Context: an optimization exercise on an open-source flow, tuned for small area. The choices shown serve that exercise and are no tape-out recipe. In this exercise RTL edits were held to simulation tests only and were not proved equivalent to the original. The flow treats the clock pin as an ideal source, which a real chip does not have. Power is estimated from default activity; no workload was simulated.

### config.mk
export PLATFORM = sky130hd
export DESIGN_NAME = dxl2_rx
export DESIGN_NICKNAME = dxl2_rx
export VERILOG_FILES = /design/flow/design.v
export SDC_FILE = /design/flow/constraint.sdc
export NUM_CORES = 4
export LEC_CHECK = 0
export CAP_MARGIN = 20
export CORE_MARGIN = 2
export CORE_UTILIZATION = 40
export SLEW_MARGIN = 20
### constraint.sdc
create_clock -name core_clock -period 7.0 [get_ports {clk}]
set_input_delay 1.4000 -clock core_clock [delete_from_list [all_inputs] [get_ports {clk}]]
set_output_delay 1.4000 -clock core_clock [all_outputs]
set_load 0.01 [all_outputs]
### design.v
module dxl2_crc_table (
  input  wire [15:0] crc,
  input  wire [7:0]  b,
  output wire [7:0]  idx,
  output wire [15:0] nxt
);
  wire [7:0] i = crc[15:8] ^ b;
  wire       q = ^i[7:1];             
  wire       p = q ^ i[0];            
  assign idx = i;
  assign nxt = {crc[7] ^ p,
                crc[6:2],
                crc[1] ^ i[7],
                crc[0] ^ i[6] ^ i[7],
                i[5] ^ i[6],
                i[4] ^ i[5],
                i[3] ^ i[4],
                i[2] ^ i[3],
                i[1] ^ i[2],
                i[0] ^ i[1],
                q,
                p};
endmodule
module dxl2_rx (
  input  wire        clk,
  input  wire        rst,         
  input  wire        in_valid,
  input  wire [7:0]  in_byte,
  output wire        p_valid,     
  output wire [7:0]  p_data,
  output wire        f_valid,     
  output wire [2:0]  f_err,       
  output wire [7:0]  f_id,
  output wire [7:0]  f_inst,
  output wire [15:0] f_len,
  output wire [15:0] f_crc,       
  output wire        f_crc_ok     
);
  localparam [3:0] S_IDLE = 4'd0;
  localparam [3:0] S_FF1  = 4'd1;
  localparam [3:0] S_FF2  = 4'd2;
  localparam [3:0] S_H3   = 4'd3;    
  localparam [3:0] S_H4   = 4'd4;    
  localparam [3:0] S_H5   = 4'd5;    
  localparam [3:0] S_H6   = 4'd6;    
  localparam [3:0] S_H7   = 4'd7;    
  localparam [3:0] S_CRCH = 4'd8;    
  localparam [3:0] S_BW0  = 4'd12;
  localparam [3:0] S_BW1  = 4'd13;
  localparam [3:0] S_BW2  = 4'd14;
  localparam [3:0] S_BP   = 4'd15;
  localparam [15:0] CRC_HDR = 16'h0C0E;
  reg  [7:0]  b;           
  reg         v;           
  reg  [3:0]  st;
  reg         esc;         
  reg  [15:0] crc;         
  reg  [15:0] rem;         
  reg  [15:0] len_r;
  reg  [7:0]  id_r;
  reg  [7:0]  inst_r;
  wire [7:0]  idx;
  wire [15:0] crc_next;
  dxl2_crc_table u_crc (.crc(crc), .b(b), .idx(idx), .nxt(crc_next));
  wire b_ff   = (b == 8'hFF);
  wire b_fd   = (b == 8'hFD);
  wire b_00   = (b == 8'h00);
  wire body   = (st == S_BW0 || st == S_BW1 || st == S_BW2 || st == S_BP);
  wire in_len = (st == S_H7) || body;           
  wire rem_hi0 = (rem[15:2] == 14'd0);
  wire rem2   = rem_hi0 && (rem[1:0] == 2'd2);
  wire len01  = (b == 8'h00) && (len_r[7:1] == 7'd0);   
  wire len0   = len01 && !len_r[0];
  wire last   = ((st == S_H6) && len0) || (st == S_CRCH);
  wire crc_l  = in_len && rem2;                 
  wire param  = body && !rem2 && !((st == S_BP) && b_fd);
  assign p_valid = v && param;
  assign p_data  = b;
  assign f_valid = v && last;
  wire short  = (len_r[15:2] == 14'd0) && !(len_r[1] && len_r[0]);
  wire id_bad = (id_r[7:2] == 6'h3F) && id_r[0];
  wire crc_ok = (idx == 8'h00) && (crc[7:0] == rem[15:8]);
  assign f_err    = short  ? 3'd1 :
                    id_bad ? 3'd4 :
                    !crc_ok ? 3'd5 :
                    esc    ? 3'd6 : 3'd0;
  assign f_id     = id_r;
  assign f_inst   = inst_r;
  assign f_len    = len_r;
  assign f_crc    = {b, rem[15:8]};
  assign f_crc_ok = crc_ok;
  reg [3:0] st_n;
  always @(*) begin
    case (st)
      S_IDLE: st_n = b_ff ? S_FF1 : S_IDLE;
      S_FF1:  st_n = b_ff ? S_FF2 : S_IDLE;
      S_FF2:  st_n = b_fd ? S_H3 : b_ff ? S_FF1 : S_IDLE;
      S_H3:   st_n = b_00 ? S_H4 : b_ff ? S_FF1 : S_IDLE;
      S_H4:   st_n = S_H5;
      S_H5:   st_n = S_H6;
      S_H6:   st_n = len01 ? (len_r[0] ? S_CRCH : S_IDLE) : S_H7;
      S_H7:   st_n = rem2 ? S_CRCH : (b_ff ? S_BW1 : S_BW0);
      S_BW0:  st_n = rem2 ? S_CRCH : (b_ff ? S_BW1 : S_BW0);
      S_BW1:  st_n = rem2 ? S_CRCH : (b_ff ? S_BW2 : S_BW0);
      S_BW2:  st_n = rem2 ? S_CRCH : (b_fd ? S_BP : b_ff ? S_BW2 : S_BW0);
      S_BP:   st_n = rem2 ? S_CRCH : (b_ff ? S_BW1 : S_BW0);
      default: st_n = S_IDLE;
    endcase
  end
  always @(posedge clk) begin
    b <= in_byte;
    v <= in_valid && !rst;
    if (v && (st == S_H6 || crc_l))
      rem <= {b, len_r[7:0]};
    else
      rem <= rem - {15'd0, v};
    if (rst) begin
      st <= S_IDLE;
    end else if (v) begin
      st <= st_n;
      if (st == S_H7)
        esc <= 1'b0;
      else if (st == S_BP && (rem2 || !b_fd))
        esc <= 1'b1;
      if (st == S_IDLE || st == S_FF1 || st == S_FF2)
        crc <= CRC_HDR;
      else if (!crc_l)
        crc <= crc_next;
      if (st == S_H4)
        id_r <= b;
      if (st == S_H5)
        len_r[7:0] <= b;
      if (st == S_H5 || st == S_H6)
        len_r[15:8] <= b;
      if (st == S_H7)
        inst_r <= b;
    end
  end
endmodule
### flow/run.sh
#!/bin/bash
# Standard ORFS layout (the standard.sh) with these changes:
#  - synthesis maps the logic with flow/abc_map.script (area-oriented ABC
#    script) in place of ORFS's abc_speed.script; the rest of synthesis is
#    synth_recipe.tcl as standard.sh runs it;
#  - the port buffers are the smallest buffer cell (buf_1);
#  - clock tree built from clkbuf_8, without dummy loads.
# Each make run writes its full output to its own log file here; the ORFS
# tools' logs are under orfs/logs/.
set -euo pipefail
here=$PWD
rm -rf "$here/scripts_abc"
cp -r "$FLOW_HOME/scripts" "$here/scripts_abc"
cp "$here/flow/abc_map.script" "$here/scripts_abc/abc_speed.script"
bash standard.sh SCRIPTS_DIR="$here/scripts_abc" synth > "$here/synth_make.log" 2>&1
bash standard.sh BUFFER_PORTS_ARGS="-buffer_cell sky130_fd_sc_hd__buf_1" \
  CTS_ARGS="-sink_clustering_enable -dont_use_dummy_load -root_buf sky130_fd_sc_hd__clkbuf_4 -buf_list sky130_fd_sc_hd__clkbuf_4" \
  POST_CTS_TCL="$here/flow/clk_rebal.tcl" \
  CLK_LEAF_BUF=sky130_fd_sc_hd__clkbuf_4 CLK_ROOT_BUF=sky130_fd_sc_hd__clkbuf_4 \
  finish > "$here/layout_make.log" 2>&1
### flow/abc_map.script
&get -n
&st
&syn2
&dch -f
&nf -R 1000 -p
&st
&syn2
&dch -f
&nf -R 1000 -p
&st
&syn2
&dch -f
&nf -R 1000 -p
&put
### flow/clk_rebal.tcl
# POST_CTS_TCL hook: keep the clock tree CTS made (root buffer -> leaf
# buffers), but share the flip-flops out among the leaves evenly: the sinks
# are split by recursive bisection of their positions (x, then y, ...) into
# as many groups as there are leaves, each leaf buffer moves to the centroid
# of its group, and all clock buffers become $::env(CLK_LEAF_BUF).
set block [ord::get_db_block]
set pnet [$block findNet clk]
proc net_loads {net} {
  set r {}
  foreach it [$net getITerms] { if {[$it isInputSignal]} { lappend r $it } }
  return $r
}
proc out_net {inst} {
  foreach it [$inst getITerms] { if {[$it isOutputSignal]} { return [$it getNet] } }
  return NULL
}
proc it_x {it} { return [lindex [[$it getInst] getLocation] 0] }
proc it_y {it} { return [lindex [[$it getInst] getLocation] 1] }
proc bisect {items n axis} {
  if {$n <= 1} { return [list $items] }
  set key [expr {$axis == 0 ? "it_x" : "it_y"}]
  set s [lsort -command [list apply {{k a b} {expr {[$k $a] - [$k $b]}}} $key] $items]
  set n1 [expr {$n / 2}]
  set h [expr {([llength $s] * $n1) / $n}]
  return [concat [bisect [lrange $s 0 [expr {$h - 1}]] $n1 [expr {1 - $axis}]] \
                 [bisect [lrange $s $h end] [expr {$n - $n1}] [expr {1 - $axis}]]]
}
set roots [net_loads $pnet]
if {[llength $roots] != 1} { error "clk_rebal: expected one root buffer, got [llength $roots]" }
set root [[lindex $roots 0] getInst]
set rnet [out_net $root]
set leaves {}
set sinks {}
foreach it [net_loads $rnet] {
  set inst [$it getInst]
  if {![string match "sky130_fd_sc_hd__clkbuf_*" [[$inst getMaster] getName]]} {
    error "clk_rebal: root drives [$inst getName]"
  }
  lappend leaves $inst
  foreach s [net_loads [out_net $inst]] { lappend sinks $s }
}
set master [[ord::get_db] findMaster $::env(CLK_LEAF_BUF)]
set groups [bisect $sinks [llength $leaves] 0]
set i 0
foreach g $groups {
  set buf [lindex $leaves $i]
  set bnet [out_net $buf]
  set sx 0; set sy 0
  foreach it $g {
    $it disconnect
    $it connect $bnet
    incr sx [it_x $it]; incr sy [it_y $it]
  }
  set n [llength $g]
  $buf swapMaster $master
  $buf setLocation [expr {$sx / $n}] [expr {$sy / $n}]
  puts "clk_rebal: [$buf getName] drives $n sinks"
  incr i
}
$root swapMaster [[ord::get_db] findMaster $::env(CLK_ROOT_BUF)]
detailed_placement
estimate_parasitics -placement
### standard.sh
#!/bin/bash
# synth_recipe.tcl (not shown) runs the flow's synth.tcl, then flattens the netlist and writes it again
# the make line also repeats each setting of config.mk as NAME=value (left out here)
make -C /OpenROAD-flow-scripts/flow DESIGN_CONFIG=/design/flow/config.mk WORK_HOME=/design/flow/orfs CLKGATE_MAP_FILE= SYNTH_SCRIPT=/design/flow/synth_recipe.tcl "${@:-finish}"
==> impl_table.tex, run 1 <==
\begin{tabular}{lr}
\hline
Metric & Value \\
\hline
\multicolumn{2}{l}{\textbf{Status}} \\
Result of the run & timing/DRC/antenna clean \\
\multicolumn{2}{l}{\textbf{GRT}} \\
Maximum number of pins on one net before global-route repair & 33 \\
Global-route wire length before repair & 12.2 mm \\
Antenna violations before repair & 0 \\
Global-route total usage across every layer & 0.183 \\
Number of global-route vias before repair & roughly 2300 \\
Leftover overflow at the end of global routing & 0 \\
\multicolumn{2}{l}{\textbf{Worst hold path}} \\
Terminating pin of the worst hold path & rem[5] \\
Tightest Hold Check Type & reg2reg \\
Worst hold path depth & 2 \\
Origin of the worst min-delay path & rem[5] \\
\multicolumn{2}{l}{\textbf{Yosys}} \\
Area of the mapped netlist & 3410 um\^{}2 \\
Synthesized-area fraction occupied by ao, oa, aoi and oai cells & 0.0733 \\
Number of enable-type register cells in the synthesized netlist & 49 \\
Unique masters post-synth & 33 \\
Proportion of register bits with asynchronous set or reset after synthesis & 0 \\
Synth Flop Type & sky130\_fd\_sc\_hd\_\_edfxtp\_1 \\
Post-Synth Adder-Cell Area & 0.0183 \\
Cells after Synth & 303 \\
Synthesized-area fraction occupied by and/or/nand/nor cells & 0.170 \\
Area share of xor/xnor cells in the synthesized design & 0.0975 \\
Sequential cell area fraction in the yosys report & 0.601 \\
Synthesis-stage register bit count & 78 \\
Largest family of logic cells by synthesized area & simple AND/OR/NAND/NOR gates \\
Synth warn & 1 \\
Share of cell area taken by muxes after synthesis & 0 \\
Mean instance size in the synthesized netlist & 11.3 um\^{}2 \\
\multicolumn{2}{l}{\textbf{Timing}} \\
Clock skew & 0.0218 ns \\
Actual transition at the worst max-transition pin & 0.934 ns \\
Slew HR & 0.374 \\
Final count of hold timing violations & 0 \\
Share of the clock period used by the worst path & 0.628 \\
RSZ-0062 raised after global routing & no \\
Number of pins exceeding their max-slew limit in the final report & 0 \\
Timing-limited maximum frequency & 227 MHz \\
Final period demand of the worst path & 4.40 ns \\
Final number of setup-violating endpoints & 0 \\
Final WS setup & 2.60 ns \\
Total negative slack for setup checks & 0 ns \\
\multicolumn{2}{l}{\textbf{Worst setup path}} \\
Cell occurring most often along the worst timing path & sky130\_fd\_sc\_hd\_\_nor4\_1 \\
Worst setup path category & reg2out \\
Worst R2R Path Depth & 9 \\
Setup slack on the worst flop-to-flop path & roughly 4.3 ns \\
Family with the most delay on the worst path & simple AND/OR/NAND/NOR gates \\
Arrival time of data at the critical path endpoint & roughly 3 ns \\
CP cell instances & xnor2\_1 -> ha\_1 -> nand3\_1 -> nor4\_1 -> nand2\_1 -> nor4\_1 -> o21ai\_0 -> o21a\_1 -> buf\_1 \\
Max stage delay cell, worst path & sky130\_fd\_sc\_hd\_\_dfxtp\_1 \\
Critical Path RT & 5.60 ns \\
Crit path capture type & output port \\
WP buf/inv & 1 \\
Crit Path Max Fanout & 10 \\
Slowest stage delay, CP & roughly 0.7 ns \\
Reg-to-Reg Start & rem[6] \\
Type of element launching the critical path & register \\
Reg-to-reg critical path endpoint & st[1] \\
\multicolumn{2}{l}{\textbf{Route}} \\
Post-DR vias/cell & 5.22 \\
WL per Instance & 17.1 um \\
Remaining number of nets flagged by the antenna check after routing & 0 \\
Count of unresolved DRC violations after routing & 0 \\
Via count & about 2500 \\
DRC violation total after the first TritonRoute iteration & 123 \\
Total iterations of the first detailed-routing run & 5 \\
Drt total wl & 8.13 mm \\
\multicolumn{2}{l}{\textbf{Die}} \\
Effective utilization at floorplan & 0.413 \\
Ports & 73 \\
Core box area & approximately 8300 um\^{}2 \\
Placement Rows & 33 \\
Die span in x & 96.4 um \\
Die area & just over 9000 um\^{}2 \\
Vertical die dimension & 96.4 um \\
\multicolumn{2}{l}{\textbf{Power}} \\
Total power divided by cell area & 259 nW/um\^{}2 \\
PnR Total Power & 979 uW \\
IR Drop Worst-Case VDD & 0.000141 V \\
LEAKAGE & roughly 0.0012 uW \\
\multicolumn{2}{l}{\textbf{Place}} \\
Pre-CTS setup slack & between 3 and 4 ns \\
RD Place Congestion & between 0.8 and 0.9 \\
Cell Area, Placed & 3720 um\^{}2 \\
Detailed Place HPWL & 5.63 mm \\
Number of buffers inserted by port buffering & slightly above 70 \\
\multicolumn{2}{l}{\textbf{Clock network}} \\
Clock Pin Slew Worst Setup and Hold Paths & $\sim$0.11 ns \\
Worst-skew pair later-pin latency & 0.43 ns \\
TritonCTS clock tree & done \\
Total number of clock tree sinks & a little under 80 \\
\multicolumn{2}{l}{\textbf{Layout}} \\
Nets@finish & 388 \\
Antenna diode count & 0 \\
Final standard cell area without fillers & between 3000 and 4000 um\^{}2 \\
Area growth syn-to-layout & 10.9\% \\
Number of inserted filler cells in the final layout & 798 \\
Fraction of final layout cells with drive strength greater than 1 & 0.0351 \\
\multicolumn{2}{l}{\textbf{Flow run}} \\
Number of maximum-capacitance constraint violations & 0 \\
\hline
\end{tabular}
==> power breakdown <==
group	switching, uW	leakage [uW]	total (uW)	internal [uW]
clock network	136	0.0000414	196	59.8
logic	87.2	0.000497	172	84.5
registers	73.6	0.000678	612	538
==> routing by layer <==
metal,vias up,track usage,part of all wire
met3,4,0.0658,0.073
met5,-,0,0
met2,93,0.260,0.45
li1,1210,-,-
met1,1173,0.264,0.47
met4,0,0.0493,0.0080
==> state kept, by name (all words and copies together), names as in the netlist <==
signal	flops
crc	16
len_r	16
rem	16
b	8
id_r	8
inst_r	8
st	4
esc	1
v	1
==> cell type report <==
type / count / area [um^2] / share of cell area
Multi-Input combinational cell: 205 / 1230 / 0.326
Inverter: 4 / 15.0 / 0.00397
Timing Repair Buffer: 74 / 285 / 0.0754
Clock buffer: 9 / 67.6 / 0.0179
Tap cell: 105 / 131 / 0.0347
Sequential cell: 78 / 2050 / 0.542
==> layout by cell type (no fill, tap or decap) <==
cell and n:
sky130_fd_sc_hd__nand3_1 8, sky130_fd_sc_hd__nand3b_1 1, sky130_fd_sc_hd__nand2_1 17, sky130_fd_sc_hd__ha_1 5, sky130_fd_sc_hd__o21ai_2 1, sky130_fd_sc_hd__nand4b_1 1, sky130_fd_sc_hd__clkbuf_4 9, sky130_fd_sc_hd__o211ai_1 1
sky130_fd_sc_hd__nor3_1 6, sky130_fd_sc_hd__a311oi_1 1, sky130_fd_sc_hd__or2_0 3, sky130_fd_sc_hd__nor4_1 11, sky130_fd_sc_hd__a21oi_1 20, sky130_fd_sc_hd__o311ai_0 1, sky130_fd_sc_hd__buf_1 72, sky130_fd_sc_hd__and2_0 3
sky130_fd_sc_hd__and3_1 1, sky130_fd_sc_hd__buf_4 2, sky130_fd_sc_hd__nor3b_1 1, sky130_fd_sc_hd__clkinv_1 4, sky130_fd_sc_hd__nand2b_1 4, sky130_fd_sc_hd__o21a_1 3, sky130_fd_sc_hd__dfxtp_1 29, sky130_fd_sc_hd__o41ai_1 1
sky130_fd_sc_hd__xor2_1 16, sky130_fd_sc_hd__nor2b_1 10, sky130_fd_sc_hd__nor3_2 1, sky130_fd_sc_hd__or3_1 1, sky130_fd_sc_hd__nor2_1 45, sky130_fd_sc_hd__or4_1 3, sky130_fd_sc_hd__edfxtp_1 49, sky130_fd_sc_hd__a211oi_1 1
sky130_fd_sc_hd__a31oi_1 7, sky130_fd_sc_hd__a21o_1 1, sky130_fd_sc_hd__o21ai_0 6, sky130_fd_sc_hd__nand4_1 3, sky130_fd_sc_hd__xnor2_1 22
==> logic make-up (layout without fill, tap and decap cells) <==
family                   after synthesis  after routing
AND/OR/NAND/NOR                      119            119
flip-flops                            78             78
AO/OA/AOI/OAI                         43             43
XOR/XNOR                              38             38
buffers and inverters                 20             87
adder cells (fa/ha/maj)                5              5
==> worst max-delay path by stage <==
stage | start | endpoint | slack (ns) | cells after the start
after global placement | b[3] | f_err[2] | 3.09 | 9
after detailed placement | b[3] | f_err[2] | 3.02 | 9
after global routing | b[3] | f_err[1] | 2.33 | 9
after floorplan | b[1] | f_err[2] | 3.53 | 8
final | b[3] | f_err[2] | 2.60 | 9
==> stage by stage <==
step	util	std cells	hold slack (ns)
after floorplan	-	303	0.457
after global placement	0.450	466	0.474
after detailed placement	0.450	466	0.483
after global routing	0.458	475	0.520
final	0.458	475	0.499
==> Yosys cell counts, drive strengths merged (4+ instances only) <==
cell type | n | area share
edfxtp | 49 | 0.43
clkinv | 4 | 0.0044
nor3 | 7 | 0.010
o21ai | 7 | 0.010
xor2 | 16 | 0.041
nand3 | 8 | 0.012
ha | 5 | 0.018
a21oi | 20 | 0.029
xnor2 | 22 | 0.056
dfxtp | 29 | 0.17
nor2 | 45 | 0.050
nand2b | 4 | 0.0073
nor4 | 11 | 0.020
nor2b | 10 | 0.018
a31oi | 7 | 0.013
buf | 16 | 0.035
nand2 | 17 | 0.019
==> worst reg2reg max path: cells and delay by family, from the launching register on <==
family / cells / cell delay, ns
AND/OR/NAND/NOR: 6 / 1.81
AO/OA/AOI/OAI: 3 / 0.41
flip-flops: 1 / 0.36
==> run 2, diff against run 1 <==
--- a/flow/run.sh
+++ b/flow/run.sh
@@ -14,3 +14,3 @@
 cp "$here/flow/abc_map.script" "$here/scripts_abc/abc_speed.script"
-bash standard.sh SCRIPTS_DIR="$here/scripts_abc" synth > "$here/synth_make.log" 2>&1
+bash standard.sh SCRIPTS_DIR="$here/scripts_abc" ADDER_MAP_FILE= synth > "$here/synth_make.log" 2>&1
 bash standard.sh BUFFER_PORTS_ARGS="-buffer_cell sky130_fd_sc_hd__buf_1" \
@@ -18,3 +18,3 @@
   POST_CTS_TCL="$here/flow/clk_rebal.tcl" \
-  CLK_LEAF_BUF=sky130_fd_sc_hd__clkbuf_4 CLK_ROOT_BUF=sky130_fd_sc_hd__clkbuf_4 \
+  CLK_LEAF_BUF=sky130_fd_sc_hd__clkbuf_4 CLK_ROOT_BUF=sky130_fd_sc_hd__clkbuf_4 CLK_BIG_BUF=sky130_fd_sc_hd__clkbuf_8 CLK_SLEW_MAX=0.110 \
   finish > "$here/layout_make.log" 2>&1
--- a/flow/clk_rebal.tcl
+++ b/flow/clk_rebal.tcl
@@ -62 +62,21 @@
 estimate_parasitics -placement
+# a leaf whose flip-flops see a clock slew over CLK_SLEW_MAX (ns, estimated
+# from placement) is upsized to CLK_BIG_BUF
+set big [[ord::get_db] findMaster $::env(CLK_BIG_BUF)]
+set n_up 0
+foreach buf $leaves {
+  set worst 0.0
+  foreach it [net_loads [out_net $buf]] {
+    set s [get_property [get_pins [$it getName]] slew_max]
+    if {$s > $worst} { set worst $s }
+  }
+  if {$worst > $::env(CLK_SLEW_MAX)} {
+    $buf swapMaster $big
+    incr n_up
+    puts "clk_rebal: [$buf getName] upsized, slew was $worst"
+  }
+}
+if {$n_up > 0} {
+  detailed_placement
+  estimate_parasitics -placement
+}
--- a/config.mk
+++ b/config.mk
@@ -9,3 +9,3 @@
 export CORE_MARGIN = 2
-export CORE_UTILIZATION = 40
+export CORE_UTILIZATION = 60
 export SLEW_MARGIN = 20
==> impl_table.tex, run 2 <==
\begin{tabular}{lr}
\hline
Metric & Value \\
\hline
\multicolumn{2}{l}{\textbf{Yosys}} \\
Cell with the most instances after synthesis & sky130\_fd\_sc\_hd\_\_edfxtp\_1 \\
Sequential cell area fraction in the yosys report & 0.607 (+0.00579) \\
Unique masters post-synth & 39 (+18\%) \\
Share of Yosys cell area claimed by the top area cell type & 0.435 (+0.00415) \\
Synth Flop Type & sky130\_fd\_sc\_hd\_\_edfxtp\_1 \\
Proportion of register bits with asynchronous set or reset after synthesis & 0 (unchanged) \\
Synthesized-area fraction occupied by ao, oa, aoi and oai cells & 0.0855 (+0.0122) \\
Area share of xor/xnor cells in the synthesized design & 0.0855 (-0.0120) \\
Synth top area cells & sky130\_fd\_sc\_hd\_\_edfxtp\_1 (44\%), sky130\_fd\_sc\_hd\_\_dfxtp\_1 (17\%), sky130\_fd\_sc\_hd\_\_nor2\_1 (5.2\%), sky130\_fd\_sc\_hd\_\_xor2\_1 (5.2\%), sky130\_fd\_sc\_hd\_\_buf\_4 (3.6\%) \\
Largest family of logic cells by synthesized area & simple AND/OR/NAND/NOR gates \\
Post-synth top cells & sky130\_fd\_sc\_hd\_\_edfxtp\_1 (49), sky130\_fd\_sc\_hd\_\_nor2\_1 (47), sky130\_fd\_sc\_hd\_\_dfxtp\_1 (29) \\
Synthesized-area fraction occupied by and/or/nand/nor cells & 0.175 (+0.00571) \\
Number of enable-type register cells in the synthesized netlist & 49 (unchanged) \\
Most area-hungry cell type in the Yosys netlist & sky130\_fd\_sc\_hd\_\_edfxtp\_1 \\
Mean instance size in the synthesized netlist & 11.1 um\^{}2 (-1.3\%) \\
Post-Synth Adder-Cell Area & 0 (-0.0183) \\
Area of the mapped netlist & 3380 um\^{}2 (-0.95\%) \\
Share of cell area taken by muxes after synthesis & 0.00296 (+0.00296) \\
Cells after Synth & 304 (+0.33\%) \\
Synth warn & 1 (unchanged) \\
Synthesis-stage register bit count & 78 (unchanged) \\
\multicolumn{2}{l}{\textbf{Timing}} \\
Final period demand of the worst path & 3.69 ns (-0.705 ns) \\
Slew HR & 0.326 (-0.0482) \\
Clock skew & 0.0292 ns (+0.00732 ns) \\
Share of the clock period used by the worst path & 0.527 (-0.101) \\
Actual transition at the worst max-transition pin & 1.01 ns (+0.0720 ns) \\
Number of pins exceeding their max-slew limit in the final report & 0 (unchanged) \\
RSZ-0062 raised after global routing & no \\
Final WS setup & 3.31 ns (+0.705 ns) \\
Final count of hold timing violations & 0 (unchanged) \\
Timing-limited maximum frequency & 271 MHz (+19\%) \\
Total negative slack for setup checks & 0 ns (unchanged) \\
Final number of setup-violating endpoints & 0 (unchanged) \\
\multicolumn{2}{l}{\textbf{Worst setup path}} \\
Arrival time of data at the critical path endpoint & 2.29 ns (-0.71 ns) \\
Worst setup path category & reg2out \\
Crit path capture type & output port \\
Critical Path RT & 5.60 ns (about the same) \\
Reg-to-Reg Start & rem[10] \\
Max stage delay cell, worst path & sky130\_fd\_sc\_hd\_\_dfxtp\_1 \\
Beginning of the critical path & b[4] \\
Slowest stage delay, CP & 0.59 ns (-0.12 ns) \\
CP cell instances & xnor2\_1 -> nand2\_1 -> nor4\_1 -> and3\_1 -> and4b\_1 -> buf\_1 \\
Type of element launching the critical path & register \\
Crit Path Max Fanout & 10 (unchanged) \\
\multicolumn{2}{l}{\textbf{Power}} \\
IR Drop Worst-Case VDD & 0.000167 V (+19\%) \\
Total power divided by cell area & 265 nW/um\^{}2 (+2.5\%) \\
LEAKAGE & 0.00120 uW (-0.98\%) \\
\multicolumn{2}{l}{\textbf{Place}} \\
Pre-CTS setup slack & 3.75 ns (+0.734 ns) \\
Detailed Place HPWL & 5.11 mm (-9.3\%) \\
Number of buffers inserted by port buffering & 72 (unchanged) \\
RD Place Congestion & 0.881 (+4.0\%) \\
\multicolumn{2}{l}{\textbf{Route}} \\
Count of unresolved DRC violations after routing & 0 (unchanged) \\
Remaining number of nets flagged by the antenna check after routing & 0 (unchanged) \\
Total iterations of the first detailed-routing run & 5 (unchanged) \\
Drt total wl & 7.29 mm (-10\%) \\
WL per Instance & 16.5 um (-3.8\%) \\
Via count & 2457 (-0.93\%) \\
Post-DR vias/cell & 5.55 (+6.2\%) \\
DRC violation total after the first TritonRoute iteration & 132 (+7.3\%) \\
\multicolumn{2}{l}{\textbf{Layout}} \\
Registers with the most flip-flops & crc (16), len\_r (16), rem (16) \\
Area growth syn-to-layout & 10.8\% (about the same) \\
Antenna diode count & 0 (unchanged) \\
Nets@finish & 384 (-1.0\%) \\
Fraction of final layout cells with drive strength greater than 1 & 0.0431 (+0.00799) \\
Most frequent cells in the layout & sky130\_fd\_sc\_hd\_\_buf\_1 (72), sky130\_fd\_sc\_hd\_\_edfxtp\_1 (49), sky130\_fd\_sc\_hd\_\_nor2\_1 (47), sky130\_fd\_sc\_hd\_\_dfxtp\_1 (29), sky130\_fd\_sc\_hd\_\_xor2\_1 (20) \\
Commonest non-fill, non-tap cell in the layout & sky130\_fd\_sc\_hd\_\_buf\_1 \\
\multicolumn{2}{l}{\textbf{Die}} \\
Ports & 73 (unchanged) \\
Die area & 6250 um\^{}2 (-33\%) \\
Vertical die dimension & 79.1 um (-18\%) \\
Die span in x & 79.1 um (-18\%) \\
Placement Rows & 27 (-18\%) \\
Effective utilization at floorplan & 0.618 (+0.204) \\
Core box area & 5470 um\^{}2 (-34\%) \\
\multicolumn{2}{l}{\textbf{Clock network}} \\
Clock Pin Slew Worst Setup and Hold Paths & 0.09 ns (-0.02 ns) \\
TritonCTS clock tree & done \\
Worst-skew pair later-pin latency & 0.42 ns (about the same) \\
Total number of clock tree sinks & 78 (unchanged) \\
\multicolumn{2}{l}{\textbf{GRT}} \\
Antenna violations before repair & 0 (unchanged) \\
Global-route wire length before repair & 11.4 mm (-7.1\%) \\
Global-route total usage across every layer & 0.247 (+0.0633) \\
Maximum number of pins on one net before global-route repair & 30 (-9.1\%) \\
Leftover overflow at the end of global routing & 0 (unchanged) \\
Number of global-route vias before repair & 2266 (-0.87\%) \\
\multicolumn{2}{l}{\textbf{Flow run}} \\
Number of maximum-capacitance constraint violations & 0 (unchanged) \\
\multicolumn{2}{l}{\textbf{Worst hold path}} \\
Origin of the worst min-delay path & rem[0] \\
Tightest Hold Check Type & reg2reg \\
\multicolumn{2}{l}{\textbf{Status}} \\
Result of the run & timing/DRC/antenna clean \\
\hline
\end{tabular}
==> run 2: where the power goes <==
| group | leakage, uW | total (uW) | internal (uW) | switching (uW) |
|---|---|---|---|---|
| registers | 0.000678 | 608 | 538 | 70.4 |
| clock network | 0.0000492 | 210 | 77.8 | 132 |
| logic | 0.000477 | 175 | 82.8 | 92.2 |
| total | 0.00120 | 993 | 698 | 295 |
==> run 2: cell families (layout without fill, tap and decap cells) <==
family,after synthesis,after routing
buffers and inverters,23,90
AND/OR/NAND/NOR,121,121
multiplexers,1,1
AO/OA/AOI/OAI,48,48
XOR/XNOR,33,33
flip-flops,78,78
==> run 2: through the flow <==
step	instances	total power, uW	hold slack, ns	util	area, um^2
after floorplan	304	763	0.440	-	3380
after global placement	434	788	0.453	0.666	3640
after detailed placement	434	792	0.461	0.666	3640
after global routing	443	1050	0.508	0.684	3750
final	443	993	0.467	0.684	3750
==> run 2: per-layer routing <==
layer	share of wire	global-route usage	vias up	wire, um
li1	-	-	1211	-
met1	0.44	0.325	1164	3200
met2	0.50	0.388	78	3650
met3	0.055	0.0705	4	403
met4	0.0056	0.0983	0	41
met5	0	0	-	0
==> run 2: worst paths after layout <==
check                  end  slack, ns  cells past startpoint
setup / recovery  f_err[1]       3.31                      6
setup reg to reg    rem[2]       3.95                      8
hold reg to reg     rem[0]       0.47                      2
hold / removal      rem[0]       0.47                      2
==> run 2: layout make-up <==
class | count | area, um^2
Clock buffer | 9 | 86.3
Fill cell | 434 | 1730
Inverter | 7 | 26.3
Multi-Input combinational cell | 203 | 1210
Sequential cell | 78 | 2050
Tap cell | 72 | 90.1
Timing Repair Buffer | 74 | 285
==> run 2: critical path, delay by kind of cell (launching register included) <==
family	cells	cell delay, ns
simple gates	4	0.89
buf+inv	1	0.15
xor+xnor	1	0.26
flops	1	0.59
==> run 3, diff against run 2 <==
--- a/config.mk
+++ b/config.mk
@@ -9,3 +9,3 @@
 export CORE_MARGIN = 2
-export CORE_UTILIZATION = 60
+export CORE_UTILIZATION = 70
 export SLEW_MARGIN = 20
==> impl_table.tex, run 3 <==
\begin{tabular}{lr}
\hline
Metric & Value \\
\hline
\multicolumn{2}{l}{\textbf{Timing}} \\
Actual transition at the worst max-transition pin & 1.06 ns (+0.0583 ns) \\
Timing-limited maximum frequency & 271 MHz (about the same) \\
Final number of setup-violating endpoints & 0 (unchanged) \\
RSZ-0062 raised after global routing & no \\
Final WS setup & 3.31 ns (-0.00136 ns) \\
Share of the clock period used by the worst path & 0.528 (about the same) \\
Number of pins exceeding their max-slew limit in the final report & 0 (unchanged) \\
Final period demand of the worst path & 3.69 ns (+0.00136 ns) \\
Clock skew & 0.0342 ns (+0.00502 ns) \\
Slew HR & 0.285 (-0.0407) \\
Final count of hold timing violations & 0 (unchanged) \\
Total negative slack for setup checks & 0 ns (unchanged) \\
\multicolumn{2}{l}{\textbf{Yosys}} \\
Most area-hungry cell type in the Yosys netlist & sky130\_fd\_sc\_hd\_\_edfxtp\_1 \\
Share of Yosys cell area claimed by the top area cell type & 0.435 (unchanged) \\
Proportion of register bits with asynchronous set or reset after synthesis & 0 (unchanged) \\
Synth top area cells & sky130\_fd\_sc\_hd\_\_edfxtp\_1 (44\%), sky130\_fd\_sc\_hd\_\_dfxtp\_1 (17\%), sky130\_fd\_sc\_hd\_\_nor2\_1 (5.2\%), sky130\_fd\_sc\_hd\_\_xor2\_1 (5.2\%), sky130\_fd\_sc\_hd\_\_buf\_4 (3.6\%) \\
Synthesis-stage register bit count & 78 (unchanged) \\
Mean instance size in the synthesized netlist & 11.1 um\^{}2 (unchanged) \\
Synth warn & 1 (unchanged) \\
Number of enable-type register cells in the synthesized netlist & 49 (unchanged) \\
Area of the mapped netlist & 3380 um\^{}2 (unchanged) \\
Synth Flop Type & sky130\_fd\_sc\_hd\_\_edfxtp\_1 \\
Cell with the most instances after synthesis & sky130\_fd\_sc\_hd\_\_edfxtp\_1 \\
Unique masters post-synth & 39 (unchanged) \\
Sequential cell area fraction in the yosys report & 0.607 (unchanged) \\
Cells after Synth & 304 (unchanged) \\
Post-synth top cells & sky130\_fd\_sc\_hd\_\_edfxtp\_1 (49), sky130\_fd\_sc\_hd\_\_nor2\_1 (47), sky130\_fd\_sc\_hd\_\_dfxtp\_1 (29) \\
\multicolumn{2}{l}{\textbf{Worst setup path}} \\
Crit path capture type & output port \\
Arrival time of data at the critical path endpoint & 2.29 ns (about the same) \\
Worst setup path category & reg2out \\
Critical Path RT & 5.60 ns (about the same) \\
Crit Path Max Fanout & 10 (unchanged) \\
Type of element launching the critical path & register \\
CP cell instances & xor2\_1 -> nor4\_1 -> and3\_1 -> and4b\_1 -> buf\_1 \\
Slowest stage delay, CP & 0.62 ns (+0.03 ns) \\
Max stage delay cell, worst path & sky130\_fd\_sc\_hd\_\_dfxtp\_1 \\
\multicolumn{2}{l}{\textbf{Clock network}} \\
Total number of clock tree sinks & 78 (unchanged) \\
Clock Pin Slew Worst Setup and Hold Paths & 0.11 ns (+0.02 ns) \\
TritonCTS clock tree & done \\
Worst-skew pair later-pin latency & 0.42 ns (about the same) \\
\multicolumn{2}{l}{\textbf{Power}} \\
IR Drop Worst-Case VDD & 0.000198 V (+18\%) \\
LEAKAGE & 0.00120 uW (-0.64\%) \\
Total power divided by cell area & 266 nW/um\^{}2 (+0.38\%) \\
\multicolumn{2}{l}{\textbf{GRT}} \\
Maximum number of pins on one net before global-route repair & 30 (unchanged) \\
Antenna violations before repair & 0 (unchanged) \\
Global-route total usage across every layer & 0.297 (+0.0508) \\
Leftover overflow at the end of global routing & 0 (unchanged) \\
Global-route wire length before repair & 11.6 mm (+1.9\%) \\
Number of global-route vias before repair & 2328 (+2.7\%) \\
\multicolumn{2}{l}{\textbf{Die}} \\
Core box area & 4690 um\^{}2 (-14\%) \\
Effective utilization at floorplan & 0.720 (+0.103) \\
Die span in x & 73.5 um (-7.0\%) \\
Placement Rows & 25 (-7.4\%) \\
Vertical die dimension & 73.5 um (-7.0\%) \\
Ports & 73 (unchanged) \\
Die area & 5400 um\^{}2 (-14\%) \\
\multicolumn{2}{l}{\textbf{Route}} \\
Remaining number of nets flagged by the antenna check after routing & 0 (unchanged) \\
Total iterations of the first detailed-routing run & 5 (unchanged) \\
Drt total wl & 7.45 mm (+2.2\%) \\
WL per Instance & 17.5 um (+6.5\%) \\
DRC violation total after the first TritonRoute iteration & 205 (+55\%) \\
Post-DR vias/cell & 6.02 (+8.5\%) \\
Via count & 2558 (+4.1\%) \\
Count of unresolved DRC violations after routing & 0 (unchanged) \\
\multicolumn{2}{l}{\textbf{Layout}} \\
Final standard cell area without fillers & 3700 um\^{}2 (-1.2\%) \\
Registers with the most flip-flops & crc (16), len\_r (16), rem (16) \\
Area growth syn-to-layout & 9.55\% \\
Antenna diode count & 0 (unchanged) \\
Commonest non-fill, non-tap cell in the layout & sky130\_fd\_sc\_hd\_\_buf\_1 \\
Nets@finish & 384 (unchanged) \\
Most frequent cells in the layout & sky130\_fd\_sc\_hd\_\_buf\_1 (72), sky130\_fd\_sc\_hd\_\_edfxtp\_1 (49), sky130\_fd\_sc\_hd\_\_nor2\_1 (47), sky130\_fd\_sc\_hd\_\_dfxtp\_1 (29), sky130\_fd\_sc\_hd\_\_xor2\_1 (20) \\
Fraction of final layout cells with drive strength greater than 1 & 0.0350 (-0.00809) \\
\multicolumn{2}{l}{\textbf{Place}} \\
RD Place Congestion & 0.885 (+0.45\%) \\
Detailed Place HPWL & 5.24 mm (+2.5\%) \\
Cell Area, Placed & 3620 um\^{}2 (-0.62\%) \\
Pre-CTS setup slack & 3.79 ns (+0.0354 ns) \\
Number of buffers inserted by port buffering & 72 (unchanged) \\
\multicolumn{2}{l}{\textbf{Status}} \\
Result of the run & timing/DRC/antenna clean \\
\multicolumn{2}{l}{\textbf{Worst hold path}} \\
Tightest Hold Check Type & reg2reg \\
\multicolumn{2}{l}{\textbf{Flow run}} \\
Number of maximum-capacitance constraint violations & 0 (unchanged) \\
\hline
\end{tabular}
==> run 3: cell counts after synthesis <==
No cell type changed its count.
==> run 3: worst paths after layout <==
check	from	end	slack [ns]	cells after the start
min reg2reg	rem[0]	rem[0]	0.48	2
max reg2reg	rem[10]	rem[2]	4.00	8
max	b[7]	f_err[1]	3.31	5
min	rem[0]	rem[0]	0.48	2
==> run 3: power by group <==
group	switching [uW]	total [uW]	internal [uW]
Combinational	95.8	179	82.8
Sequential	69.7	607	538
Clock	128	199	71.8
==> run 3: area by class of cell <==
cell class / instances / area (um^2)
sequential: 78 / 2050
multi-input combinational: 203 / 1190
fill: 323 / 990
timing repair buffer: 74 / 285
clock buffer: 9 / 80.1
tap: 54 / 67.6
inverter: 7 / 26.3
==> run 3: critical path, delay by kind of cell (launching register included) <==
family / cells / cell delay (ns)
flip-flops: 1 / 0.62
AND/OR/NAND/NOR: 3 / 0.84
buffers and inverters: 1 / 0.15
XOR/XNOR: 1 / 0.27
==> run 3: logic make-up (layout without fill, tap and decap cells) <==
family / Yosys count / after routing / synth area share
flops: 78 / 78 / 0.607
compound gates: 48 / 48 / 0.0855
simple gates: 121 / 121 / 0.175
mux: 1 / 1 / 0.00296
buf+inv: 23 / 90 / 0.0433
xor+xnor: 33 / 33 / 0.0855
==> run 3: per-layer routing <==
metal	wire, um	global-route usage	vias to the layer above	share of wire
met5	0	0	-	0
met4	160	0.125	0	0.021
met2	3750	0.471	107	0.50
met3	513	0.0974	19	0.069
met1	3030	0.377	1215	0.41
li1	-	-	1217	-
==> run 3: stage by stage <==
stage          hold slack (ns)  instances  total power [uW]  utilization
2_1_floorplan            0.440        304               763            -
3_3_place_gp             0.451        416               786        0.772
3_5_place_dp             0.468        416               793        0.772
5_1_grt                  0.503        425              1030        0.789
6_report                 0.482        425               985        0.789
==> run 4, diff against run 3 <==
--- a/flow/run.sh
+++ b/flow/run.sh
@@ -19,2 +19,2 @@
   CLK_LEAF_BUF=sky130_fd_sc_hd__clkbuf_4 CLK_ROOT_BUF=sky130_fd_sc_hd__clkbuf_4 CLK_BIG_BUF=sky130_fd_sc_hd__clkbuf_8 CLK_SLEW_MAX=0.110 \
-  finish > "$here/layout_make.log" 2>&1
+  REMOVE_ABC_BUFFERS=1 finish > "$here/layout_make.log" 2>&1
--- a/config.mk
+++ b/config.mk
@@ -10,2 +10,3 @@
 export CORE_UTILIZATION = 70
+export GPL_TIMING_DRIVEN = 0
 export SLEW_MARGIN = 20
==> impl_table.tex, run 4 <==
\begin{tabular}{lr}
\hline
Metric & Value \\
\hline
\multicolumn{2}{l}{\textbf{Timing}} \\
Number of pins exceeding their max-slew limit in the final report & 0 (unchanged) \\
Total negative slack for setup checks & 0 ns (unchanged) \\
Smallest hold slack & 0.476 ns (-0.00616 ns) \\
Actual transition at the worst max-transition pin & 0.955 ns (-0.109 ns) \\
Final period demand of the worst path & 3.77 ns (+0.0792 ns) \\
Clock skew & 0.0342 ns (+0.0000556 ns) \\
RSZ-0062 raised after global routing & no \\
Final number of setup-violating endpoints & 0 (unchanged) \\
Slew HR & 0.363 (+0.0782) \\
Final WS setup & 3.23 ns (-0.0792 ns) \\
Final count of hold timing violations & 0 (unchanged) \\
Timing-limited maximum frequency & 265 MHz (-2.1\%) \\
Share of the clock period used by the worst path & 0.539 (+0.0113) \\
\multicolumn{2}{l}{\textbf{Worst setup path}} \\
Critical Path RT & 5.60 ns (about the same) \\
Crit Path Max Fanout & 10 (unchanged) \\
Type of element launching the critical path & register \\
Crit path capture type & output port \\
Worst setup path category & reg2out \\
Arrival time of data at the critical path endpoint & 2.37 ns (+0.08 ns) \\
\multicolumn{2}{l}{\textbf{Place}} \\
Detailed Place HPWL & 5.14 mm (-1.8\%) \\
RD Place Congestion & 0.888 (+0.37\%) \\
Pre-CTS setup slack & 3.66 ns (-0.129 ns) \\
Number of buffers inserted by port buffering & 72 (unchanged) \\
Post-Place Cells & 416 (unchanged) \\
\multicolumn{2}{l}{\textbf{Layout}} \\
Final Non-Filler Cells & 426 (+0.24\%) \\
Commonest non-fill, non-tap cell in the layout & sky130\_fd\_sc\_hd\_\_buf\_1 \\
Fraction of final layout cells with drive strength greater than 1 & 0.0457 (+0.0107) \\
Antenna diode count & 0 (unchanged) \\
Area of the multi-input gates & 1210 um\^{}2 (+1.3\%) \\
Most frequent cells in the layout & sky130\_fd\_sc\_hd\_\_buf\_1 (72), sky130\_fd\_sc\_hd\_\_edfxtp\_1 (49), sky130\_fd\_sc\_hd\_\_nor2\_1 (47), sky130\_fd\_sc\_hd\_\_dfxtp\_1 (29), sky130\_fd\_sc\_hd\_\_xor2\_1 (20) \\
Number of inserted filler cells in the final layout & 317 (-1.9\%) \\
Registers with the most flip-flops & crc (16), len\_r (16), rem (16) \\
Area growth syn-to-layout & 9.96\% \\
Nets@finish & 385 (+0.26\%) \\
Area used by sequential logic in the layout & 2050 um\^{}2 (unchanged) \\
\multicolumn{2}{l}{\textbf{Power}} \\
Switch Pwr & 291 uW (-0.72\%) \\
LEAKAGE & 0.00120 uW (+0.63\%) \\
Internal & 687 uW (-0.82\%) \\
Proportion of power drawn by the clock network & 0.197 (-0.005) \\
Power share of the sequential group & 0.622 (+0.006) \\
Switching Share & 0.298 (about the same) \\
Combinational group share of total power & 0.181 (about the same) \\
Total power divided by cell area & 263 nW/um\^{}2 (-1.2\%) \\
PnR Total Power & 978 uW (-0.79\%) \\
IR Drop Worst-Case VDD & 0.000220 V (+11\%) \\
\multicolumn{2}{l}{\textbf{GRT}} \\
Leftover overflow at the end of global routing & 0 (unchanged) \\
Global-route total usage across every layer & 0.280 (-0.0174) \\
Number of global-route vias before repair & 2257 (-3.0\%) \\
Maximum number of pins on one net before global-route repair & 30 (unchanged) \\
Global-route wire length before repair & 10.9 mm (-5.9\%) \\
Antenna violations before repair & 0 (unchanged) \\
\multicolumn{2}{l}{\textbf{Die}} \\
Placement Rows & 25 (unchanged) \\
Die span in x & 73.5 um (unchanged) \\
Effective utilization at floorplan & 0.720 (unchanged) \\
Vertical die dimension & 73.5 um (unchanged) \\
Core box area & 4690 um\^{}2 (unchanged) \\
Die area & 5400 um\^{}2 (unchanged) \\
Ports & 73 (unchanged) \\
\multicolumn{2}{l}{\textbf{Yosys}} \\
Synthesized-area fraction occupied by and/or/nand/nor cells & 0.175 (unchanged) \\
Synth top area cells & sky130\_fd\_sc\_hd\_\_edfxtp\_1 (44\%), sky130\_fd\_sc\_hd\_\_dfxtp\_1 (17\%), sky130\_fd\_sc\_hd\_\_nor2\_1 (5.2\%), sky130\_fd\_sc\_hd\_\_xor2\_1 (5.2\%), sky130\_fd\_sc\_hd\_\_buf\_4 (3.6\%) \\
Area of the mapped netlist & 3380 um\^{}2 (unchanged) \\
Synth warn & 1 (unchanged) \\
Synthesized-area fraction occupied by ao, oa, aoi and oai cells & 0.0855 (unchanged) \\
Cell with the most instances after synthesis & sky130\_fd\_sc\_hd\_\_edfxtp\_1 \\
Mean instance size in the synthesized netlist & 11.1 um\^{}2 (unchanged) \\
Cells after Synth & 304 (unchanged) \\
Share of Yosys cell area claimed by the top area cell type & 0.435 (unchanged) \\
Most area-hungry cell type in the Yosys netlist & sky130\_fd\_sc\_hd\_\_edfxtp\_1 \\
Area share of xor/xnor cells in the synthesized design & 0.0855 (unchanged) \\
Number of enable-type register cells in the synthesized netlist & 49 (unchanged) \\
Post-Synth Adder-Cell Area & 0 (unchanged) \\
Synth Flop Type & sky130\_fd\_sc\_hd\_\_edfxtp\_1 \\
Share of cell area taken by muxes after synthesis & 0.00296 (unchanged) \\
Post-synth top cells & sky130\_fd\_sc\_hd\_\_edfxtp\_1 (49), sky130\_fd\_sc\_hd\_\_nor2\_1 (47), sky130\_fd\_sc\_hd\_\_dfxtp\_1 (29) \\
Synthesis-stage register bit count & 78 (unchanged) \\
Unique masters post-synth & 39 (unchanged) \\
Largest family of logic cells by synthesized area & simple AND/OR/NAND/NOR gates \\
Sequential cell area fraction in the yosys report & 0.607 (unchanged) \\
Proportion of register bits with asynchronous set or reset after synthesis & 0 (unchanged) \\
\multicolumn{2}{l}{\textbf{Clock network}} \\
TritonCTS clock tree & done \\
Clock Pin Slew Worst Setup and Hold Paths & 0.10 ns (about the same) \\
Total number of clock tree sinks & 78 (unchanged) \\
Worst-skew pair later-pin latency & 0.42 ns (about the same) \\
\multicolumn{2}{l}{\textbf{Route}} \\
Count of unresolved DRC violations after routing & 0 (unchanged) \\
Via count & 2535 (-0.90\%) \\
Drt total wl & 7.29 mm (-2.2\%) \\
WL per Instance & 17.1 um (-2.4\%) \\
DRC violation total after the first TritonRoute iteration & 306 (+49\%) \\
Total iterations of the first detailed-routing run & 5 (unchanged) \\
Remaining number of nets flagged by the antenna check after routing & 0 (unchanged) \\
Post-DR vias/cell & 5.95 (-1.1\%) \\
\multicolumn{2}{l}{\textbf{Flow run}} \\
Number of maximum-capacitance constraint violations & 0 (unchanged) \\
\multicolumn{2}{l}{\textbf{Status}} \\
Result of the run & timing/DRC/antenna clean \\
\multicolumn{2}{l}{\textbf{Worst hold path}} \\
Tightest Hold Check Type & reg2reg \\
\hline
\end{tabular}
==> run 4: cell counts after synthesis <==
Identical to the previous run, type by type.
==> run 4: worst paths after layout <==
check        slack, ns        to  cells past startpoint    start
max               3.23  f_err[1]                      6     b[5]
min reg2reg       0.48    rem[0]                      2   rem[0]
min               0.48    rem[0]                      2   rem[0]
max reg2reg       4.14    rem[2]                      8  rem[10]
==> run 4: logic make-up (layout without fill, tap and decap cells) <==
kind of cell / Yosys count / count (layout)
simple gates: 121 / 121
flops: 78 / 78
compound gates: 48 / 48
xor+xnor: 33 / 33
buf+inv: 23 / 91
mux: 1 / 1
==> run 4: power groups by stage <==
stage                     Clock (uW)  Sequential (uW)  Combinational (uW)
final                            193              608                 177
after global routing             212              615                 197
after detailed placement           0              617                 177
after global placement             0              615                 167
after floorplan                    0              612                 118
==> run 4: cell type report <==
cell class              instances  area share
clock buffers                   9      0.0199
inverters                       7     0.00707
multi-input cells             203       0.325
flip-flops and latches         78       0.552
well taps                      54      0.0182
repair buffers                 75      0.0781
==> run 4: metrics by stage <==
stage | utilization | cell area (um^2)
global route | 0.792 | 3720
detailed placement | 0.772 | 3620
global placement | 0.767 | 3600
finish | 0.792 | 3720
floorplan | - | 3260
==> run 4: critical path, stage by stage (launching register included) <==
cell	delay (ns)
sky130_fd_sc_hd__dfxtp_1	0.65
sky130_fd_sc_hd__xnor2_1	0.26
sky130_fd_sc_hd__nand2_1	0.12
sky130_fd_sc_hd__nor4_1	0.30
sky130_fd_sc_hd__and3_1	0.28
sky130_fd_sc_hd__and4b_1	0.21
sky130_fd_sc_hd__buf_1	0.15
==> run 4: layer usage <==
layer / part of all wire / global-route usage / wire length, um
met5: 0 / 0 / 0
met2: 0.50 / 0.444 / 3660
met4: 0.015 / 0.111 / 110
met3: 0.065 / 0.0809 / 472
met1: 0.42 / 0.364 / 3050
==> run 5, diff against run 4 <==
--- a/flow/run.sh
+++ b/flow/run.sh
@@ -2,7 +2,12 @@
 # Standard ORFS layout (the standard.sh) with these changes:
-#  - synthesis maps the logic with flow/abc_map.script (area-oriented ABC
-#    script) in place of ORFS's abc_speed.script; the rest of synthesis is
-#    synth_recipe.tcl as standard.sh runs it;
+#  - synthesis maps the logic with flow/abc_map.script (ABC: two rounds of
+#    deepsyn, then area-oriented &nf mapping) in place of ORFS's
+#    abc_speed.script, and leaves adders to ABC (ADDER_MAP_FILE empty); the
+#    rest of synthesis is synth_recipe.tcl as standard.sh runs it, so the
+#    registers are the standard synthesis's;
 #  - the port buffers are the smallest buffer cell (buf_1);
-#  - clock tree built from clkbuf_8, without dummy loads.
+#  - the clock tree: CTS builds root -> leaf buffers from clkbuf_4 without
+#    dummy loads, then flow/clk_rebal.tcl shares the flip-flops out evenly
+#    among the leaves and upsizes a leaf whose estimated clock slew is over
+#    CLK_SLEW_MAX ns.
 # Each make run writes its full output to its own log file here; the ORFS
@@ -19,2 +24,2 @@
   CLK_LEAF_BUF=sky130_fd_sc_hd__clkbuf_4 CLK_ROOT_BUF=sky130_fd_sc_hd__clkbuf_4 CLK_BIG_BUF=sky130_fd_sc_hd__clkbuf_8 CLK_SLEW_MAX=0.110 \
-  REMOVE_ABC_BUFFERS=1 finish > "$here/layout_make.log" 2>&1
+  finish > "$here/layout_make.log" 2>&1
==> flow/abc_map.script (replaced) <==
&get -n
&st
&deepsyn -T 20
&dch -f
&nf -R 1000 -p
&put
strash
&get -n
&st
&deepsyn -T 20
&dch -f
&nf -R 1000 -p
&put
--- a/config.mk
+++ b/config.mk
@@ -10,3 +10,2 @@
 export CORE_UTILIZATION = 70
-export GPL_TIMING_DRIVEN = 0
 export SLEW_MARGIN = 20
==> impl_table.tex, run 5 <==
\begin{tabular}{lr}
\hline
Metric & Value \\
\hline
\multicolumn{2}{l}{\textbf{Status}} \\
Result of the run & timing/DRC/antenna clean \\
\multicolumn{2}{l}{\textbf{Yosys}} \\
Cells after Synth & 287 (-5.6\%) \\
Synth warn & 1 (unchanged) \\
Synthesis-stage register bit count & 78 (unchanged) \\
Area of the mapped netlist & 3320 um\^{}2 (-1.9\%) \\
Mean instance size in the synthesized netlist & 11.6 um\^{}2 (+4.0\%) \\
Sequential cell area fraction in the yosys report & 0.619 (+0.0115) \\
Post-synth top cells & sky130\_fd\_sc\_hd\_\_edfxtp\_1 (49), sky130\_fd\_sc\_hd\_\_nor2\_1 (40), sky130\_fd\_sc\_hd\_\_dfxtp\_1 (29) \\
Synth Flop Type & sky130\_fd\_sc\_hd\_\_edfxtp\_1 \\
Synth top area cells & sky130\_fd\_sc\_hd\_\_edfxtp\_1 (44\%), sky130\_fd\_sc\_hd\_\_dfxtp\_1 (18\%), sky130\_fd\_sc\_hd\_\_xnor2\_1 (7.4\%), sky130\_fd\_sc\_hd\_\_nor2\_1 (4.5\%), sky130\_fd\_sc\_hd\_\_buf\_4 (3.6\%) \\
Proportion of register bits with asynchronous set or reset after synthesis & 0 (unchanged) \\
Cell with the most instances after synthesis & sky130\_fd\_sc\_hd\_\_edfxtp\_1 \\
Most area-hungry cell type in the Yosys netlist & sky130\_fd\_sc\_hd\_\_edfxtp\_1 \\
Unique masters post-synth & 38 (-2.6\%) \\
Number of enable-type register cells in the synthesized netlist & 49 (unchanged) \\
Share of Yosys cell area claimed by the top area cell type & 0.444 (+0.00821) \\
\multicolumn{2}{l}{\textbf{Layout}} \\
Share of the core filled with cells & 0.788 (-0.00416) \\
Most frequent cells in the layout & sky130\_fd\_sc\_hd\_\_buf\_1 (72), sky130\_fd\_sc\_hd\_\_edfxtp\_1 (49), sky130\_fd\_sc\_hd\_\_nor2\_1 (40), sky130\_fd\_sc\_hd\_\_dfxtp\_1 (29), sky130\_fd\_sc\_hd\_\_xnor2\_1 (28) \\
Fraction of final layout cells with drive strength greater than 1 & 0.0421 (-0.00356) \\
Nets@finish & 369 (-4.2\%) \\
Area of the multi-input gates & 1130 um\^{}2 (-5.9\%) \\
Registers with the most flip-flops & crc (16), len\_r (16), rem (16) \\
Area growth syn-to-layout & 9.96\% (about the same) \\
Number of inserted filler cells in the final layout & 318 (+0.32\%) \\
Antenna diode count & 0 (unchanged) \\
Commonest non-fill, non-tap cell in the layout & sky130\_fd\_sc\_hd\_\_buf\_1 \\
Area used by sequential logic in the layout & 2050 um\^{}2 (unchanged) \\
\multicolumn{2}{l}{\textbf{Timing}} \\
Timing-limited maximum frequency & 249 MHz (-6.2\%) \\
Actual transition at the worst max-transition pin & 0.693 ns (-0.263 ns) \\
Clock skew & 0.0282 ns (-0.00606 ns) \\
Final WS setup & 2.98 ns (-0.248 ns) \\
Final number of setup-violating endpoints & 0 (unchanged) \\
Final period demand of the worst path & 4.02 ns (+0.248 ns) \\
Final count of hold timing violations & 0 (unchanged) \\
Number of pins exceeding their max-slew limit in the final report & 0 (unchanged) \\
Total negative slack for setup checks & 0 ns (unchanged) \\
Slew HR & 0.537 (+0.173) \\
Share of the clock period used by the worst path & 0.574 (+0.0354) \\
RSZ-0062 raised after global routing & no \\
Smallest hold slack & 0.512 ns (+0.0364 ns) \\
\multicolumn{2}{l}{\textbf{Flow run}} \\
Number of maximum-capacitance constraint violations & 0 (unchanged) \\
\multicolumn{2}{l}{\textbf{Worst hold path}} \\
Tightest Hold Check Type & reg2reg \\
Worst hold path depth & 2 (unchanged) \\
Origin of the worst min-delay path & rem[3] \\
Terminating pin of the worst hold path & rem[3] \\
\multicolumn{2}{l}{\textbf{Route}} \\
Via count & 2445 (-3.6\%) \\
WL per Instance & 17.4 um (+1.8\%) \\
Drt total wl & 7.15 mm (-2.0\%) \\
Remaining number of nets flagged by the antenna check after routing & 0 (unchanged) \\
Post-DR vias/cell & 5.96 (+0.21\%) \\
Count of unresolved DRC violations after routing & 0 (unchanged) \\
DRC violation total after the first TritonRoute iteration & 135 (-56\%) \\
Total iterations of the first detailed-routing run & 4 (-1) \\
\multicolumn{2}{l}{\textbf{Worst setup path}} \\
Crit Path Max Fanout & 13 (+3) \\
Setup slack on the worst flop-to-flop path & 3.94 ns (-0.20 ns) \\
Worst setup path category & reg2out \\
Reg-to-reg critical path endpoint & rem[15] \\
Crit path capture type & output port \\
Worst R2R Path Depth & 8 (unchanged) \\
Critical Path RT & 5.60 ns (about the same) \\
Type of element launching the critical path & register \\
Arrival time of data at the critical path endpoint & 2.62 ns (+0.25 ns) \\
Reg-to-Reg Start & v \\
\multicolumn{2}{l}{\textbf{GRT}} \\
Leftover overflow at the end of global routing & 0 (unchanged) \\
Global-route wire length before repair & 11.1 mm (+2.0\%) \\
Number of global-route vias before repair & 2233 (-1.1\%) \\
Routing usage on met2 & 0.456 (+0.0111) \\
Antenna violations before repair & 0 (unchanged) \\
Met1 usage & 0.393 (+0.0282) \\
GRT Max-Usage Layer & met2 \\
Global routing met3 resource utilization & 0.0884 (+0.00747) \\
Global-route total usage across every layer & 0.291 (+0.0112) \\
Maximum number of pins on one net before global-route repair & 32 (+6.7\%) \\
\multicolumn{2}{l}{\textbf{Power}} \\
LEAKAGE & 0.00114 uW (-5.4\%) \\
IR Drop Worst-Case VDD & 0.000207 V (-5.8\%) \\
PnR Total Power & 965 uW (-1.3\%) \\
Total power divided by cell area & 265 nW/um\^{}2 (+0.57\%) \\
\multicolumn{2}{l}{\textbf{Die}} \\
Placement Rows & 25 (unchanged) \\
Die area & 5300 um\^{}2 (-1.7\%) \\
Effective utilization at floorplan & 0.716 (-0.00378) \\
Ports & 73 (unchanged) \\
Die span in x & 72.8 um (-0.88\%) \\
Core box area & 4630 um\^{}2 (-1.3\%) \\
Vertical die dimension & 72.8 um (-0.88\%) \\
\multicolumn{2}{l}{\textbf{Place}} \\
Pre-CTS setup slack & 3.41 ns (-0.250 ns) \\
Number of buffers inserted by port buffering & 72 (unchanged) \\
RD Place Congestion & 0.955 (+7.5\%) \\
Detailed Place HPWL & 5.11 mm (-0.70\%) \\
\multicolumn{2}{l}{\textbf{Clock network}} \\
Worst-skew pair later-pin latency & 0.42 ns (about the same) \\
TritonCTS clock tree & done \\
Total number of clock tree sinks & 78 (unchanged) \\
Clock Pin Slew Worst Setup and Hold Paths & 0.10 ns (about the same) \\
\hline
\end{tabular}
run 5: layer usage:
layer	vias to the layer above	share of wire
met2	114	0.48
li1	1176	-
met4	0	0.017
met1	1143	0.42
met3	12	0.074
met5	-	0
run 5: layout make-up:
class / instances / share of cell area
sequential: 78 / 0.563
multi-input combinational: 188 / 0.311
timing repair buffer: 76 / 0.0823
clock buffer: 9 / 0.0202
tap: 54 / 0.0185
inverter: 5 / 0.00515
run 5: power by group:
group	leakage [uW]	total [uW]	switching (uW)	internal, uW
Sequential	0.000671	609	72.4	536
Clock	0.0000440	194	128	65.8
Combinational	0.000423	162	79.4	82.7
run 5: worst max-delay path: stages (launching register included):
cell                      delay, ns
sky130_fd_sc_hd__dfxtp_1       0.67
sky130_fd_sc_hd__xnor2_1       0.27
sky130_fd_sc_hd__nand4_1       0.14
sky130_fd_sc_hd__nor4_1        0.56
sky130_fd_sc_hd__o21ai_0       0.20
sky130_fd_sc_hd__nor3b_1       0.20
sky130_fd_sc_hd__buf_1         0.17
run 5: how the worst max path moves through the flow:
stage	start	endpoint	slack (ns)
global route	b[1]	f_err[1]	2.67
global placement	b[7]	f_err[1]	3.50
finish	b[1]	f_err[1]	2.98
detailed placement	b[1]	f_err[1]	3.41
floorplan	b[1]	f_err[1]	3.48
run 5: cell families (layout without fill, tap and decap cells):
logic type	after synthesis	count (layout)	synth area share
AND/OR/NAND/NOR	106	106	0.160
flip-flops	78	78	0.619
AO/OA/AOI/OAI	49	49	0.0917
XOR/XNOR	32	32	0.0845
buffers and inverters	21	90	0.0419
multiplexers	1	1	0.00339
run 5: stage by stage:
| step | std cells | cell area [um^2] |
|---|---|---|
| after detailed placement | 401 | 3570 |
| after global placement | 401 | 3570 |
| final | 410 | 3650 |
| after global routing | 410 | 3650 |
| after floorplan | 287 | 3320 |

separate check: timing with driven ports:
How much do the figures lean on ideal ports? The routed layouts below were timed once more, with nothing changed but the port constraints. Step 1 assumes that a clkbuf_16 drives the clock port and a buf_2 every other input. Step 2, shift: input delay + t, output delay - t, t = (earliest + latest rising clock arrival at the registers) / 2. This alone moves slack from input paths to output paths. a / b / c = ideal / step 1 / step 2; a / b = the first two.
run	t, ns	setup slack, ns	worst setup path after step 2	worst slew at a driven data input, ns
run 1	0.448	2.603 / 2.573 / 3.020	register to output	0.03
run 2	0.431	3.308 / 3.282 / 3.713	register to output	0.03
run 3	0.431	3.306 / 3.280 / 3.711	register to output	0.03
run 4	0.428	3.227 / 3.200 / 3.628	register to output	0.03
run 5	0.433	2.979 / 2.952 / 3.385	register to output	0.03
After both steps setup and hold are still met in every run listed.
